Source: an optimization exercise on an open RTL-to-GDS flow (aim: small area, a short achievable clock period and few clock cycles). Production flows keep margins and buffers that such runs may drop.

Design sfr_top, start of the top module:
module sfr_top (
    input  wire        clk,
    input  wire        rst,
    input  wire        evt_valid,
    input  wire [31:0] evt_data,
    output wire        evt_ready,
    output wire        rec_valid,
    output reg  [2:0]  rec_port,
    output reg         rec_last,
    output reg  [7:0]  rec_data,
    output wire [15:0] status,
    output wire [31:0] config_word,
    output wire [31:0] baud_word,
    output wire [31:0] stage_word
);
    localparam [7:0] STX = 8'h02;
    localparam [2:0] P_STD = 3'd0, P_BCAST = 3'd1, P_SPEC = 3'd2, P_ANY = 3'd3, P_TXP = 3'd4;
    localparam [1:0] RX_START = 2'd0, RX_LEN = 2'd1, RX_BODY = 2'd2;
    localparam [1:0] TX_IDLE = 2'd0, TX_WAIT = 2'd1, TX_SEND = 2'd2;
    localparam [2:0] R_NONE = 3'd0, R_OK = 3'd1, R_BCC = 3'd2, R_LEN = 3'd3,
                     R_LINE = 3'd4, R_TIMEOUT = 3'd5;
    localparam [1:0] F_TX_BUSY = 2'd1, F_CONFIG = 2'd2, F_ILLEGAL = 2'd3;
    localparam [1:0] PH_STX = 2'd0, PH_LGE = 2'd1, PH_BODY = 2'd2, PH_BCC = 2'd3;
    reg        run;
    reg [1:0]  rx_state;
    reg [1:0]  tx_state;
    reg [2:0]  last_result;
    reg        fault;
    reg [1:0]  fault_cause;
    reg [4:0]  cfg_node;
    reg [3:0]  cfg_en;
    reg [23:0] cfg_baud;
    reg [23:0] baud_stage;
    reg [6:0]  lge;
    reg [5:0]  wp;
    reg        last_q;        
    reg [7:0]  bcc;
    reg [8*63-1:0] rxb;
    reg        armed;
    reg        rfirst;
    reg [23:0] rs;
    reg [8*63-1:0] txb;
    reg [6:0]  tx_lge;
    reg [7:0]  tx_bcc;
    reg        tfirst;
    reg [17:0] ts;
    reg        tpend;         
    reg        rdy;           
    reg        src_tx;
    reg [1:0]  ph;
    reg [5:0]  p;
    reg        any_pend;
    reg        rv_q;
    wire em = !rdy;
    assign evt_ready = rdy;
    wire take = evt_valid && rdy;
    assign rec_valid   = rv_q;
  ...
For scale: about 3000 cells after synthesis, ~1200 flip-flops, roughly 50000 sq um of cells after synthesis.
export LEC_CHECK = 0
export CAP_MARGIN = 20
export CORE_MARGIN = 2
export CORE_UTILIZATION = 50
export SLEW_MARGIN = 20
create_clock -name core_clock -period 10.0 [get_ports {clk}]
standard.sh (not shown) runs the stock make flow with config.mk's settings and CLKGATE_MAP_FILE= SYNTH_SCRIPT=/design/flow/synth_recipe.tcl, a recipe that flattens the netlist after the stock synthesis.
==> flow/flow/run.sh <==
#!/bin/bash
# Own layout flow: the standard ORFS flow (standard.sh) with these changes to how
# the layout is optimised (the design, clock period and constraints are unchanged):
#  - the port buffers are plain buffers (buf_2) instead of the delay cell buffer_ports
#    picks by default;
#  - the sizer may change a cell's footprint (MATCH_CELL_FOOTPRINT 0);
#  - clock tree synthesis adds no dummy loads and uses clkbuf_8 below a clkbuf_16 root, with up to 20 sinks per leaf buffer;
set -euo pipefail
MARGIN=${MARGIN:-7.0}
TNS=${TNS:-10}
bash standard.sh SETUP_SLACK_MARGIN=$MARGIN TNS_END_PERCENT=$TNS MATCH_CELL_FOOTPRINT=0 \
  "BUFFER_PORTS_ARGS=-buffer_cell sky130_fd_sc_hd__buf_2" \
  "CTS_ARGS=-sink_clustering_enable -repair_clock_nets -dont_use_dummy_load -sink_clustering_size 20 -root_buf sky130_fd_sc_hd__clkbuf_16 -buf_list sky130_fd_sc_hd__clkbuf_8" \
  finish > flow_make.log 2>&1
The starting point completed with no timing, DRC or antenna violations.
Rerun with:
--- a/flow/flow/run.sh
+++ b/flow/flow/run.sh
@@ -7 +7 @@
-#  - clock tree synthesis adds no dummy loads and uses clkbuf_8 below a clkbuf_16 root, with up to 20 sinks per leaf buffer;
+#  - clock tree synthesis adds no dummy loads and uses clkbuf_16 with up to 26 sinks per leaf buffer;
@@ -13 +13 @@
-  "CTS_ARGS=-sink_clustering_enable -repair_clock_nets -dont_use_dummy_load -sink_clustering_size 20 -root_buf sky130_fd_sc_hd__clkbuf_16 -buf_list sky130_fd_sc_hd__clkbuf_8" \
+  "CTS_ARGS=-sink_clustering_enable -repair_clock_nets -dont_use_dummy_load -sink_clustering_size 26 -sink_clustering_max_diameter 80 -buf_list sky130_fd_sc_hd__clkbuf_16" \
Effect: Via count drops by about 2.8%; first-iteration DRC count went up by about 3.6%; cell area drops by 2.7%; setup slack improved by 57 ps; clock skew grows by 11 ps; die area does not change.
No run of this note included a check of the RTL's function; only the layout flow was run.

==> re-timing with driven ports <==
The flow's constraints put no driver on any port. The routed layouts listed below were extracted and timed again, unchanged, in two steps.
Step 1, drivers: a clkbuf_16 drives clk and a buf_2 each remaining input, both assumed.
Step 2 moves the port delays by t, midway between the first and last clock arrival at a register: inputs arrive t later, outputs are due t later. That takes back most of the time a late clock gives input paths.
a / b / c = ideal ports / drivers / drivers and shift; a / b = the first two.
run | t, ns | setup slack, ns | hold slack, ns | worst slew at a driven data input, ns | cell pins on the clock port's net
the first run | 0.777 | 6.111 / 6.143 / 5.366 | 0.396 / 0.396 / 0.396 | 0.08 | 1
the second run | 0.750 | 6.168 / 6.168 / 5.475 | 0.423 / 0.423 / 0.423 | 0.08 | 1
After both steps setup and hold are still met in every run listed. The setup slack of the first run, which loses most, moves by +0.032 ns with the drivers and by -0.745 ns with both steps.
